Context: an optimization exercise on an open-source flow, tuned for small area, a short achievable clock period and few clock cycles per item. The choices shown serve that exercise and are no tape-out recipe.
RTL that was checked went through simulation tests only; none was proved equivalent to the original.
Power is estimated from default activity; no workload was simulated.

==> 05-23: inputs <==
==> flow/design.v <==
module pce_codec (
    input  wire        clk,
    input  wire        rst,         
    input  wire        start,       
    input  wire        mode,        
    input  wire [5:0]  n_in,
    input  wire [5:0]  p_in,
    input  wire [5:0]  l_in,
    input  wire [32:0] data_in,
    output wire        done,        
    output wire [2:0]  err,         
    output wire [5:0]  res,         
    output wire [32:0] data_out
);
    localparam W  = 4;              
    localparam ERR_NONE      = 3'd0;
    localparam ERR_DIVERGED  = 3'd2;
    localparam ERR_MALFORMED = 3'd3;
    localparam ERR_PRECOND   = 3'd4;
    localparam S_IDLE = 3'd0;
    localparam S_SCAN = 3'd1;       
    localparam S_MPB  = 3'd2;       
    localparam S_CORR = 3'd3;       
    localparam S_D1   = 3'd4;       
    localparam S_D2   = 3'd5;       
    localparam S_D3   = 3'd6;       
    reg [2:0]  st;
    reg [32:0] R;
    reg [5:0]  n, p, l;
    reg [2:0]  k;
    reg [5:0]  nl;                  
    reg [5:0]  nk;                  
    reg [5:0]  uamt;                
    reg [4:0]  i;                   
    reg [5:0]  rem;                 
    reg [5:0]  cnt;
    reg [3:0]  jq;                  
    reg        qsrc;                
    reg [5:0]  L;                   
    reg        q1;                  
    reg        chg;
    reg [2:0]  err_r;
    reg        done_r;
    assign data_out = R;
    assign res      = cnt;
    assign err      = err_r;
    assign done     = done_r;
    function [32:0] rot;            
        input [32:0] v;
        input [5:0]  a;
        reg   [65:0] d;
        begin
            d   = {v, v} >> a;
            rot = d[32:0];
        end
    endfunction
    function [32:0] therm;          
        input [6:0] v;
        integer b;
        begin
            for (b = 0; b < 33; b = b + 1)
                therm[b] = (b < v);
        end
    endfunction
    function [3:0] hj;              
        input [12:0] v;
        reg   [15:0] a;
        reg   [7:0]  b;
        reg   [3:0]  c;
        reg   [1:0]  d;
        begin
            a     = {3'd0, v};
            hj[3] = a[15:8] != 8'd0;
            b     = hj[3] ? a[15:8] : a[7:0];
            hj[2] = b[7:4] != 4'd0;
            c     = hj[2] ? b[7:4] : b[3:0];
            hj[1] = c[3:2] != 2'd0;
            d     = hj[1] ? c[3:2] : c[1:0];
            hj[0] = d[1];
        end
    endfunction
    function [2:0] clog2n;
        input [5:0] v;
        begin
            if      (v <= 6'd1)  clog2n = 3'd0;
            else if (v <= 6'd2)  clog2n = 3'd1;
            else if (v <= 6'd4)  clog2n = 3'd2;
            else if (v <= 6'd8)  clog2n = 3'd3;
            else if (v <= 6'd16) clog2n = 3'd4;
            else if (v <= 6'd32) clog2n = 3'd5;
            else                 clog2n = 3'd6;
        end
    endfunction
    wire [2:0]  k_in     = clog2n(n_in);
    wire [6:0]  lp_in    = {1'b0, l_in} - {1'b0, p_in};
    wire        valid_in = (n_in != 6'd0) && (!n_in[5] || n_in == 6'd32) &&
                           (p_in != 6'd0) && (l_in <= n_in) &&
                           (lp_in == {4'b0, k_in} + 7'd1);
    wire [32:0] th_nin   = therm({1'b0, n_in});
    wire        last_in  = |(data_in & ~th_nin & {th_nin[31:0], 1'b1});
    wire [32:0] load     = (data_in & th_nin) |
                           ({33{~mode}} & ~th_nin & {th_nin[31:0], 1'b1});
    wire [32:0] U   = rot(R, uamt);              
    wire        m16 = (k >= 3'd3);
    wire        m17 = (k >= 3'd4);
    wire        m18 = (k >= 3'd5);
    reg [12:0] ok [0:W-1];
    reg [12:0] jv;
    integer o, j, y;
    always @* begin
        for (j = 0; j < 13; j = j + 1)
            jv[j] = (j + 2 <= p);
        for (o = 0; o < W; o = o + 1)
            for (j = 0; j < 13; j = j + 1) begin
                ok[o][j] = jv[j];
                for (y = 12 - j; y <= 18; y = y + 1)
                    if (R[o + y - 12 + j] != U[o + y] &&
                        (y < 16 || (y == 16 && m16) || (y == 17 && m17) || (y == 18 && m18)))
                        ok[o][j] = 1'b0;
            end
    end
    reg [W-1:0] vw;                 
    reg [W-1:0] first;              
    reg [3:0]   jsel;               
    reg         viol;
    always @* begin
        for (o = 0; o < W; o = o + 1)
            vw[o] = (|ok[o]) && !rem[5] && (o <= rem);
        viol = 1'b0;
        for (o = 0; o < W; o = o + 1) begin
            first[o] = vw[o] && !viol;
            viol     = viol | vw[o];
        end
        jsel = 4'd0;
        for (o = 0; o < W; o = o + 1)
            if (first[o]) jsel = jsel | hj(ok[o]);
    end
    wire pass_end = rem[5] || (rem < W);
    reg [32:0] r_adv;
    reg [4:0]  i_adv;
    reg [5:0]  rem_adv;
    always @* begin
        r_adv   = rot(R, W);
        i_adv   = i + W;
        rem_adv = rem - W;
        for (o = 0; o < W; o = o + 1)
            if (first[o]) begin
                r_adv   = rot(R, o);
                i_adv   = i + o;
                rem_adv = rem - o;
            end
    end
    reg [5:0] ga;
    always @* begin
        case (st)
            S_SCAN:  ga = 6'd33 - {1'b0, i};
            S_MPB:   ga = L;
            S_CORR:  ga = {3'b0, k} + 6'd1;
            S_D1:    ga = nk;
            S_D2:    ga = 6'd32 - {3'b0, k};
            S_D3:    ga = q1 ? {1'b0, i} : 6'd33 - L;
            default: ga = 6'd0;
        endcase
    end
    wire [32:0] G = rot(R, ga);
    wire [5:0] qc  = qsrc ? L : p - 6'd1 - {2'b0, jq};
    wire [6:0] i_l = {2'b0, i} + {1'b0, l};
    reg  [6:0] v1, v2, v3, v4;
    always @* begin
        case (st)
            S_CORR:  v1 = {1'b0, qc};
            S_D2:    v1 = {2'b0, i} + 7'd1;
            default: v1 = {2'b0, i} + {1'b0, L};
        endcase
        case (st)
            S_CORR:  v2 = {1'b0, p};
            S_D2:    v2 = {2'b0, i} + {1'b0, p};
            default: v2 = {1'b0, l} - {1'b0, L};
        endcase
        case (st)
            S_CORR:  v3 = {1'b0, nk} - {2'b0, i};
            default: v3 = i_l;
        endcase
        case (st)
            S_CORR:  v4 = {1'b0, n} - {2'b0, i};
            S_D2:    v4 = {1'b0, n} + 7'd1;
            default: v4 = {1'b0, n};
        endcase
    end
    wire [32:0] t1 = therm(v1);
    wire [32:0] t2 = therm(v2);
    wire [32:0] t3 = therm(v3);
    wire [32:0] t4 = therm(v4);
    wire [32:0] t1e = {t1[31:0], 1'b1} & ~t1;    
    wire [32:0] t4e = {t4[31:0], 1'b1} & ~t4;    
    wire perL = &((R ~^ G) | ~t2);
    wire [32:0] rec = {28'd0, i} << v3[5:0];
    reg  [32:0] corr;
    integer x;
    always @* begin
        for (x = 0; x < 33; x = x + 1) begin
            if (t1[x])       corr[x] = R[x];
            else if (t1e[x]) corr[x] = 1'b1;
            else if (t2[x])  corr[x] = 1'b0;
            else if (t3[x])  corr[x] = G[x];
            else if (t4[x])  corr[x] = rec[x];
            else if (t4e[x]) corr[x] = 1'b0;
            else             corr[x] = R[x];
        end
    end
    wire [4:0]  d_idx  = G[4:0] & ~(5'h1f << k);
    wire        d_last = G[k];
    wire [32:0] mk     = R & ~t1 & t2;           
    wire [5:0]  jpos;
    wire [63:0] mk64 = {31'd0, mk};
    wire [31:0] h5 = mk64[63:32] != 32'd0 ? mk64[63:32] : mk64[31:0];
    wire [15:0] h4 = h5[31:16] != 16'd0 ? h5[31:16] : h5[15:0];
    wire [7:0]  h3 = h4[15:8]  != 8'd0  ? h4[15:8]  : h4[7:0];
    wire [3:0]  h2 = h3[7:4]   != 4'd0  ? h3[7:4]   : h3[3:0];
    wire [1:0]  h1 = h2[3:2]   != 2'd0  ? h2[3:2]   : h2[1:0];
    assign jpos = {mk64[63:32] != 32'd0, h5[31:16] != 16'd0, h4[15:8] != 8'd0,
                   h3[7:4] != 4'd0, h2[3:2] != 2'd0, h1[1]};
    wire        found  = |mk;
    wire [5:0]  qd     = jpos - {1'b0, i};
    wire        idxbad = ({1'b0, i} > nl);
    reg [32:0] tail, rep;
    always @* begin
        for (x = 0; x < 33; x = x + 1) begin
            tail[x] = (!t3[x] && t4[x]) ? G[x] : R[x];
            rep[x]  = (!t1[x] && t3[x]) ? (q1 ? G[0] : G[x]) : R[x];
        end
    end
    always @(posedge clk) begin
        if (rst) begin
            st     <= S_IDLE;
            done_r <= 1'b0;
        end else begin
            done_r <= 1'b0;
            case (st)
                S_IDLE: begin
                    if (start) begin
                        R    <= load;
                        n    <= n_in;
                        p    <= p_in;
                        l    <= l_in;
                        k    <= k_in;
                        nl   <= n_in + 6'd1 - l_in;
                        nk   <= n_in - {3'b0, k_in};
                        uamt <= (p_in >= 6'd13) ? p_in - 6'd13 : p_in + 6'd20;
                        i    <= 5'd0;
                        rem  <= n_in + 6'd1 - l_in;
                        cnt  <= 6'd0;
                        chg  <= 1'b0;
                        if (!valid_in) begin
                            done_r <= 1'b1;
                            err_r  <= ERR_PRECOND;
                        end else if (mode && last_in) begin
                            done_r <= 1'b1;
                            err_r  <= ERR_NONE;
                        end else begin
                            st <= mode ? S_D1 : S_SCAN;
                        end
                    end
                end
                S_SCAN: begin
                    if (viol) begin
                        R    <= r_adv;
                        i    <= i_adv;
                        rem  <= rem_adv;
                        jq   <= jsel;
                        qsrc <= 1'b0;
                        L    <= 6'd1;
                        st   <= (p >= 6'd15) ? S_MPB : S_CORR;
                    end else if (pass_end) begin
                        R <= G;                     
                        if (chg) begin
                            i   <= 5'd0;
                            rem <= nl;
                            chg <= 1'b0;
                        end else begin
                            st     <= S_IDLE;
                            done_r <= 1'b1;
                            err_r  <= ERR_NONE;
                        end
                    end else begin
                        R   <= r_adv;
                        i   <= i_adv;
                        rem <= rem_adv;
                    end
                end
                S_MPB: begin
                    if (perL) begin
                        qsrc <= 1'b1;
                        st   <= S_CORR;
                    end else if (L == p - 6'd14) begin
                        st   <= S_CORR;
                    end else begin
                        L    <= L + 6'd1;
                    end
                end
                S_CORR: begin
                    if (cnt == n) begin
                        st     <= S_IDLE;
                        done_r <= 1'b1;
                        err_r  <= ERR_DIVERGED;
                    end else begin
                        R   <= {corr[0], corr[32:1]};
                        cnt <= cnt + 6'd1;
                        chg <= 1'b1;
                        i   <= i + 5'd1;
                        rem <= rem - 6'd1;
                        st  <= S_SCAN;
                    end
                end
                S_D1: begin
                    if (d_last) begin
                        R      <= R & t4;           
                        st     <= S_IDLE;
                        done_r <= 1'b1;
                        err_r  <= ERR_NONE;
                    end else if (cnt == n) begin
                        st     <= S_IDLE;
                        done_r <= 1'b1;
                        err_r  <= ERR_MALFORMED;
                    end else begin
                        i  <= d_idx;
                        st <= S_D2;
                    end
                end
                S_D2: begin
                    if (idxbad || !found) begin
                        st     <= S_IDLE;
                        done_r <= 1'b1;
                        err_r  <= ERR_MALFORMED;
                    end else begin
                        R   <= tail;
                        L   <= qd;
                        q1  <= (qd == 6'd1);
                        cnt <= cnt + 6'd1;
                        st  <= S_D3;
                    end
                end
                S_D3: begin
                    R <= rep;
                    if (q1 || ({L, 1'b0} >= {1'b0, l}))
                        st <= S_D1;
                    else
                        L <= {L[4:0], 1'b0};
                end
                default: st <= S_IDLE;
            endcase
        end
    end
endmodule
==> flow/run.sh <==
#!/bin/bash
# synth_recipe.tcl (not shown) runs the flow's synth.tcl, then flattens the netlist and writes it again
# the make line also repeats each setting of config.mk as NAME=value (left out here)
make -C /OpenROAD-flow-scripts/flow DESIGN_CONFIG=/design/flow/config.mk WORK_HOME=/design/flow/orfs CLKGATE_MAP_FILE= SYNTH_SCRIPT=/design/flow/synth_recipe.tcl finish
==> flow/config.mk <==
export PLATFORM = sky130hd
export DESIGN_NAME = pce_codec
export DESIGN_NICKNAME = pce_codec
export VERILOG_FILES = /design/flow/design.v
export SDC_FILE = /design/flow/constraint.sdc
export NUM_CORES = 4
export LEC_CHECK = 0
export ABC_AREA = 1
export CAP_MARGIN = 20
export CORE_MARGIN = 2
export CORE_UTILIZATION = 25
export PLACE_DENSITY = 0.5
export SETUP_SLACK_MARGIN = 5
export SLEW_MARGIN = 20
==> flow/constraint.sdc <==
create_clock -name core_clock -period 13.0 [get_ports {clk}]
set_input_delay 2.6000 -clock core_clock [delete_from_list [all_inputs] [get_ports {clk}]]
set_output_delay 2.6000 -clock core_clock [all_outputs]
set_load 0.01 [all_outputs]
==> 07-22 (differences from 05-23) <==
==> flow/design.v, changed modules only <==
module pce_codec (
    input  wire        clk,
    input  wire        rst,         
    input  wire        start,       
    input  wire        mode,        
    input  wire [5:0]  n_in,
    input  wire [5:0]  p_in,
    input  wire [5:0]  l_in,
    input  wire [32:0] data_in,
    output wire        done,        
    output wire [2:0]  err,         
    output wire [5:0]  res,         
    output wire [32:0] data_out
);
    localparam W  = 4;              
    localparam WV = W + 18;         
    localparam ERR_NONE      = 3'd0;
    localparam ERR_DIVERGED  = 3'd2;
    localparam ERR_MALFORMED = 3'd3;
    localparam ERR_PRECOND   = 3'd4;
    localparam S_IDLE = 0;
    localparam S_SCAN = 1;          
    localparam S_MPB  = 2;          
    localparam S_CORR = 3;          
    localparam S_D1   = 4;          
    localparam S_D2   = 5;          
    localparam S_D3   = 6;          
    reg [6:0]  st;
    reg [32:0] R;
    reg [5:0]  n, p, l;
    reg [2:0]  k;
    reg [5:0]  nl;                  
    reg [5:0]  nk;                  
    reg [4:0]  i;                   
    reg [5:0]  rem;                 
    reg [5:0]  cnt;
    reg [3:0]  jq;                  
    reg        qsrc;                
    reg [5:0]  L;                   
    reg        q1;                  
    reg        chg;
    reg [2:0]  err_r;
    reg        done_r;
    assign data_out = R;
    assign res      = cnt;
    assign err      = err_r;
    assign done     = done_r;
    function [32:0] rot;            
        input [32:0] v;
        input [5:0]  a;
        reg   [65:0] d;
        begin
            d   = {v, v} >> a;
            rot = d[32:0];
        end
    endfunction
    function [32:0] therm;          
        input [6:0] v;
        integer b;
        begin
            for (b = 0; b < 33; b = b + 1)
                therm[b] = (b < v);
        end
    endfunction
    function [3:0] hj;              
        input [12:0] v;
        reg   [15:0] a;
        reg   [7:0]  b;
        reg   [3:0]  c;
        reg   [1:0]  d;
        begin
            a     = {3'd0, v};
            hj[3] = a[15:8] != 8'd0;
            b     = hj[3] ? a[15:8] : a[7:0];
            hj[2] = b[7:4] != 4'd0;
            c     = hj[2] ? b[7:4] : b[3:0];
            hj[1] = c[3:2] != 2'd0;
            d     = hj[1] ? c[3:2] : c[1:0];
            hj[0] = d[1];
        end
    endfunction
    function [2:0] clog2n;
        input [5:0] v;
        begin
            if      (v <= 6'd1)  clog2n = 3'd0;
            else if (v <= 6'd2)  clog2n = 3'd1;
            else if (v <= 6'd4)  clog2n = 3'd2;
            else if (v <= 6'd8)  clog2n = 3'd3;
            else if (v <= 6'd16) clog2n = 3'd4;
            else if (v <= 6'd32) clog2n = 3'd5;
            else                 clog2n = 3'd6;
        end
    endfunction
    wire [2:0]  k_in     = clog2n(n_in);
    wire [6:0]  lp_in    = {1'b0, l_in} - {1'b0, p_in};
    wire        valid_in = (n_in != 6'd0) && (!n_in[5] || n_in == 6'd32) &&
                           (p_in != 6'd0) && (l_in <= n_in) &&
                           (lp_in == {4'b0, k_in} + 7'd1);
    wire [32:0] th_nin   = therm({1'b0, n_in});
    wire        last_in  = |(data_in & ~th_nin & {th_nin[31:0], 1'b1});
    wire [32:0] load     = (data_in & th_nin) |
                           ({33{~mode}} & ~th_nin & {th_nin[31:0], 1'b1});
    wire [45:0] ux  = {R, 13'd0} >> p[4:0];          
    wire [WV-1:0] U = ux[WV-1:0];
    wire        m16 = (k >= 3'd3);
    wire        m17 = (k >= 3'd4);
    wire        m18 = (k >= 3'd5);
    reg [12:0] ok [0:W-1];
    reg [12:0] jv;
    integer o, j, y;
    always @* begin
        for (j = 0; j < 13; j = j + 1)
            jv[j] = (j + 2 <= p);
        for (o = 0; o < W; o = o + 1)
            for (j = 0; j < 13; j = j + 1) begin
                ok[o][j] = jv[j];
                for (y = 12 - j; y <= 18; y = y + 1)
                    if (R[o + y - 12 + j] != U[o + y] &&
                        (y < 16 || (y == 16 && m16) || (y == 17 && m17) || (y == 18 && m18)))
                        ok[o][j] = 1'b0;
            end
    end
    reg [W-1:0] vw;                 
    reg [W-1:0] first;              
    reg [3:0]   jsel;               
    reg         viol;
    always @* begin
        for (o = 0; o < W; o = o + 1)
            vw[o] = (|ok[o]) && !rem[5] && (o <= rem);
        viol = 1'b0;
        for (o = 0; o < W; o = o + 1) begin
            first[o] = vw[o] && !viol;
            viol     = viol | vw[o];
        end
        jsel = 4'd0;
        for (o = 0; o < W; o = o + 1)
            if (first[o]) jsel = jsel | hj(ok[o]);
    end
    wire pass_end = rem[5] || (rem < W);
    reg [32:0] r_adv;
    reg [4:0]  i_adv;
    reg [5:0]  rem_adv;
    always @* begin
        r_adv   = rot(R, W);
        i_adv   = i + W;
        rem_adv = rem - W;
        for (o = 0; o < W; o = o + 1)
            if (first[o]) begin
                r_adv   = rot(R, o);
                i_adv   = i + o;
                rem_adv = rem - o;
            end
    end
    wire [5:0] ga = ({6{st[S_SCAN]}} & (6'd33 - {1'b0, i})) |
                    ({6{st[S_MPB]}}  & L) |
                    ({6{st[S_CORR]}} & ({3'b0, k} + 6'd1)) |
                    ({6{st[S_D1]}}   & nk) |
                    ({6{st[S_D2]}}   & (6'd32 - {3'b0, k})) |
                    ({6{st[S_D3]}}   & (q1 ? {1'b0, i} : 6'd33 - L));
    wire [32:0] G = rot(R, ga);
    wire [5:0] qc  = qsrc ? L : p - 6'd1 - {2'b0, jq};
    wire [6:0] i_l = {2'b0, i} + {1'b0, l};
    wire [6:0] v1 = st[S_CORR] ? {1'b0, qc} :
                    st[S_D2]   ? {2'b0, i} + 7'd1 : {2'b0, i} + {1'b0, L};
    wire [6:0] v2 = st[S_CORR] ? {1'b0, p} :
                    st[S_D2]   ? {2'b0, i} + {1'b0, p} : {1'b0, l} - {1'b0, L};
    wire [6:0] v3 = st[S_CORR] ? {1'b0, nk} - {2'b0, i} : i_l;
    wire [6:0] v4 = st[S_CORR] ? {1'b0, n} - {2'b0, i} :
                    st[S_D2]   ? {1'b0, n} + 7'd1 : {1'b0, n};
    wire [32:0] t1 = therm(v1);
    wire [32:0] t2 = therm(v2);
    wire [32:0] t3 = therm(v3);
    wire [32:0] t4 = therm(v4);
    wire [32:0] t1e = {t1[31:0], 1'b1} & ~t1;    
    wire [32:0] t4e = {t4[31:0], 1'b1} & ~t4;    
    wire perL = &((R ~^ G) | ~t2);
    wire [32:0] rec = {28'd0, i} << v3[5:0];
    reg  [32:0] corr;
    integer x;
    always @* begin
        for (x = 0; x < 33; x = x + 1) begin
            if (t1[x])       corr[x] = R[x];
            else if (t1e[x]) corr[x] = 1'b1;
            else if (t2[x])  corr[x] = 1'b0;
            else if (t3[x])  corr[x] = G[x];
            else if (t4[x])  corr[x] = rec[x];
            else if (t4e[x]) corr[x] = 1'b0;
            else             corr[x] = R[x];
        end
    end
    wire [4:0]  d_idx  = G[4:0] & ~(5'h1f << k);
    wire        d_last = G[k];
    wire [32:0] mk     = R & ~t1 & t2;           
    wire [5:0]  jpos;
    wire [63:0] mk64 = {31'd0, mk};
    wire [31:0] h5 = mk64[63:32] != 32'd0 ? mk64[63:32] : mk64[31:0];
    wire [15:0] h4 = h5[31:16] != 16'd0 ? h5[31:16] : h5[15:0];
    wire [7:0]  h3 = h4[15:8]  != 8'd0  ? h4[15:8]  : h4[7:0];
    wire [3:0]  h2 = h3[7:4]   != 4'd0  ? h3[7:4]   : h3[3:0];
    wire [1:0]  h1 = h2[3:2]   != 2'd0  ? h2[3:2]   : h2[1:0];
    assign jpos = {mk64[63:32] != 32'd0, h5[31:16] != 16'd0, h4[15:8] != 8'd0,
                   h3[7:4] != 4'd0, h2[3:2] != 2'd0, h1[1]};
    wire        found  = |mk;
    wire [5:0]  qd     = jpos - {1'b0, i};
    wire        qd1    = (jpos == v1[5:0]);      
    wire        idxbad = ({1'b0, i} > nl);
    reg [32:0] tail, rep;
    always @* begin
        for (x = 0; x < 33; x = x + 1) begin
            tail[x] = (!t3[x] && t4[x]) ? G[x] : R[x];
            rep[x]  = (!t1[x] && t3[x]) ? (q1 ? G[0] : G[x]) : R[x];
        end
    end
    always @(posedge clk) begin
        if (rst) begin
            st     <= 7'd1 << S_IDLE;
            done_r <= 1'b0;
        end else begin
            done_r <= 1'b0;
            case (1'b1)
                st[S_IDLE]: begin
                    if (start) begin
                        R    <= load;
                        n    <= n_in;
                        p    <= p_in;
                        l    <= l_in;
                        k    <= k_in;
                        nl   <= n_in + 6'd1 - l_in;
                        nk   <= n_in - {3'b0, k_in};
                        i    <= 5'd0;
                        rem  <= n_in + 6'd1 - l_in;
                        cnt  <= 6'd0;
                        chg  <= 1'b0;
                        if (!valid_in) begin
                            done_r <= 1'b1;
                            err_r  <= ERR_PRECOND;
                        end else if (mode && last_in) begin
                            done_r <= 1'b1;
                            err_r  <= ERR_NONE;
                        end else begin
                            st <= mode ? 7'd1 << S_D1 : 7'd1 << S_SCAN;
                        end
                    end
                end
                st[S_SCAN]: begin
                    if (viol) begin
                        R    <= r_adv;
                        i    <= i_adv;
                        rem  <= rem_adv;
                        jq   <= jsel;
                        qsrc <= 1'b0;
                        L    <= 6'd1;
                        st   <= (p >= 6'd15) ? 7'd1 << S_MPB : 7'd1 << S_CORR;
                    end else if (pass_end) begin
                        R <= G;                     
                        if (chg) begin
                            i   <= 5'd0;
                            rem <= nl;
                            chg <= 1'b0;
                        end else begin
                            st     <= 7'd1 << S_IDLE;
                            done_r <= 1'b1;
                            err_r  <= ERR_NONE;
                        end
                    end else begin
                        R   <= r_adv;
                        i   <= i_adv;
                        rem <= rem_adv;
                    end
                end
                st[S_MPB]: begin
                    if (perL) begin
                        qsrc <= 1'b1;
                        st   <= 7'd1 << S_CORR;
                    end else if (L == p - 6'd14) begin
                        st   <= 7'd1 << S_CORR;
                    end else begin
                        L    <= L + 6'd1;
                    end
                end
                st[S_CORR]: begin
                    if (cnt == n) begin
                        st     <= 7'd1 << S_IDLE;
                        done_r <= 1'b1;
                        err_r  <= ERR_DIVERGED;
                    end else begin
                        R   <= {corr[0], corr[32:1]};
                        cnt <= cnt + 6'd1;
                        chg <= 1'b1;
                        i   <= i + 5'd1;
                        rem <= rem - 6'd1;
                        st  <= 7'd1 << S_SCAN;
                    end
                end
                st[S_D1]: begin
                    if (d_last) begin
                        R      <= R & t4;           
                        st     <= 7'd1 << S_IDLE;
                        done_r <= 1'b1;
                        err_r  <= ERR_NONE;
                    end else if (cnt == n) begin
                        st     <= 7'd1 << S_IDLE;
                        done_r <= 1'b1;
                        err_r  <= ERR_MALFORMED;
                    end else begin
                        i  <= d_idx;
                        st <= 7'd1 << S_D2;
                    end
                end
                st[S_D2]: begin
                    if (idxbad || !found) begin
                        st     <= 7'd1 << S_IDLE;
                        done_r <= 1'b1;
                        err_r  <= ERR_MALFORMED;
                    end else begin
                        R   <= tail;
                        L   <= qd;
                        q1  <= qd1;
                        cnt <= cnt + 6'd1;
                        st  <= 7'd1 << S_D3;
                    end
                end
                st[S_D3]: begin
                    R <= rep;
                    if (q1 || ({L, 1'b0} >= {1'b0, l}))
                        st <= 7'd1 << S_D1;
                    else
                        L <= {L[4:0], 1'b0};
                end
                default: st <= 7'd1 << S_IDLE;
            endcase
        end
    end
endmodule
--- a/flow/config.mk
+++ b/flow/config.mk
@@ -10,5 +10,4 @@
 export CORE_MARGIN = 2
 export CORE_UTILIZATION = 25
 export PLACE_DENSITY = 0.5
-export SETUP_SLACK_MARGIN = 5
 export SLEW_MARGIN = 20
==> 12-20 (differences from 05-23) <==
--- a/flow/design.v
+++ b/flow/design.v
@@ -62,23 +62,6 @@
                 therm[b] = (b < v);
         end
     endfunction
-    function [3:0] hj;              
-        input [12:0] v;
-        reg   [15:0] a;
-        reg   [7:0]  b;
-        reg   [3:0]  c;
-        reg   [1:0]  d;
-        begin
-            a     = {3'd0, v};
-            hj[3] = a[15:8] != 8'd0;
-            b     = hj[3] ? a[15:8] : a[7:0];
-            hj[2] = b[7:4] != 4'd0;
-            c     = hj[2] ? b[7:4] : b[3:0];
-            hj[1] = c[3:2] != 2'd0;
-            d     = hj[1] ? c[3:2] : c[1:0];
-            hj[0] = d[1];
-        end
-    endfunction
     function [2:0] clog2n;
         input [5:0] v;
         begin
@@ -92,10 +75,9 @@
         end
     endfunction
     wire [2:0]  k_in     = clog2n(n_in);
-    wire [6:0]  lp_in    = {1'b0, l_in} - {1'b0, p_in};
-    wire        valid_in = (n_in != 6'd0) && (!n_in[5] || n_in == 6'd32) &&
-                           (p_in != 6'd0) && (l_in <= n_in) &&
-                           (lp_in == {4'b0, k_in} + 7'd1);
+    wire        valid_in = (n_in >= 6'd1) && (n_in <= 6'd32) && (p_in >= 6'd1) &&
+                           (p_in <= l_in) && (l_in <= n_in) &&
+                           ({1'b0, l_in} == {1'b0, p_in} + {4'b0, k_in} + 7'd1);
     wire [32:0] th_nin   = therm({1'b0, n_in});
     wire        last_in  = |(data_in & ~th_nin & {th_nin[31:0], 1'b1});
     wire [32:0] load     = (data_in & th_nin) |
@@ -133,7 +115,8 @@
         end
         jsel = 4'd0;
         for (o = 0; o < W; o = o + 1)
-            if (first[o]) jsel = jsel | hj(ok[o]);
+            for (j = 0; j < 13; j = j + 1)
+                if (first[o] && ok[o][j]) jsel = j;
     end
     wire pass_end = rem[5] || (rem < W);
     reg [32:0] r_adv;
@@ -211,15 +194,12 @@
     wire [4:0]  d_idx  = G[4:0] & ~(5'h1f << k);
     wire        d_last = G[k];
     wire [32:0] mk     = R & ~t1 & t2;           
-    wire [5:0]  jpos;
-    wire [63:0] mk64 = {31'd0, mk};
-    wire [31:0] h5 = mk64[63:32] != 32'd0 ? mk64[63:32] : mk64[31:0];
-    wire [15:0] h4 = h5[31:16] != 16'd0 ? h5[31:16] : h5[15:0];
-    wire [7:0]  h3 = h4[15:8]  != 8'd0  ? h4[15:8]  : h4[7:0];
-    wire [3:0]  h2 = h3[7:4]   != 4'd0  ? h3[7:4]   : h3[3:0];
-    wire [1:0]  h1 = h2[3:2]   != 2'd0  ? h2[3:2]   : h2[1:0];
-    assign jpos = {mk64[63:32] != 32'd0, h5[31:16] != 16'd0, h4[15:8] != 8'd0,
-                   h3[7:4] != 4'd0, h2[3:2] != 2'd0, h1[1]};
+    reg  [5:0]  jpos;
+    always @* begin
+        jpos = 6'd0;
+        for (x = 0; x < 33; x = x + 1)
+            if (mk[x]) jpos = x;
+    end
     wire        found  = |mk;
     wire [5:0]  qd     = jpos - {1'b0, i};
     wire        idxbad = ({1'b0, i} > nl);
--- a/flow/config.mk
+++ b/flow/config.mk
@@ -10,5 +10,4 @@
 export CORE_MARGIN = 2
 export CORE_UTILIZATION = 25
 export PLACE_DENSITY = 0.5
-export SETUP_SLACK_MARGIN = 5
 export SLEW_MARGIN = 20
==> qor summary <==
metric                                                            05-23           12-20           07-22
Area fraction of the dominant cell type after synthesis           21.7%           15.7%           22.5%
Launching element type of the critical path                   flip-flop       flip-flop       input pin
Layout clock area frac                                            1.01%           1.10%           1.10%
GR Layer Usage met1                                               42.0%           39.6%           41.4%
Synth Instances                                                    5540            4825            5258
Inverter count of the layout excluding clock inverters              485             602             504
Initial core utilization                                          25.2%           25.1%           25.2%
GRT Util Overall                                                  31.4%           28.9%           31.9%
Status                                                   finished clean  finished clean  finished clean
Worst IR drop on VDD                                          0.0673 mV       0.0592 mV       0.0774 mV
Total wirelength of the detailed-routed design                200000 um       167000 um       192000 um
Flip-flop and latch count after synthesis                           109             109             107
Fraction of standard cell area in multi-input logic               71.7%           69.0%           70.5%
Worst hold margin                                              0.671 ns        0.654 ns        0.573 ns
Pin count of the biggest net entering global routing                 63              68              83
Global-route track usage on met3                                  5.57%           5.57%           8.44%
Die X-Extent                                                     351 um          334 um          340 um
Half-perimeter wire length after placement                    155000 um       130000 um       145000 um
Synthesized netlist net count                                      5716            5004            5429
TritonCTS Sinks                                                     109             109             107
Setup skew after layout                                       0.0174 ns       0.0160 ns       0.0242 ns
Testbench counts of 05-23, summed over its fixed seeds: cycles 7,579, items 1,920.
Only the layout flow was run in 07-22 and 12-20; the RTL was not checked for function there.

[port drivers added, routing unchanged]
In the flow no input, the clock included, has a driving cell. The finished layouts below were timed again as built, in two steps.
Step 1: set_driving_cell puts a clkbuf_16 on clk and a buf_2 on each other input, an assumption about the parent block.
Step 2 also shifts input and output timing later by t, the mid clock arrival at the registers, as if the neighbouring blocks saw the same clock.
a / b / c = ideal ports / drivers / drivers and shift; a / b = the first two.
| run | t, ns | slack for setup (ns) | clock arrival spread, ns |
|---|---|---|---|
| 05-23 | 0.488 | 5.726 / 5.726 / 5.726 | 0.018 / 0.018 |
| 07-22 | 0.484 | 5.458 / 5.481 / 5.014 | 0.024 / 0.024 |
| 12-20 | 0.491 | 5.039 / 5.039 / 4.673 | 0.016 / 0.016 |
After both steps setup and hold are still met in every run listed. For 07-22, which loses most, drivers alone change the setup slack by +0.023 ns; drivers and shift together by -0.444 ns.
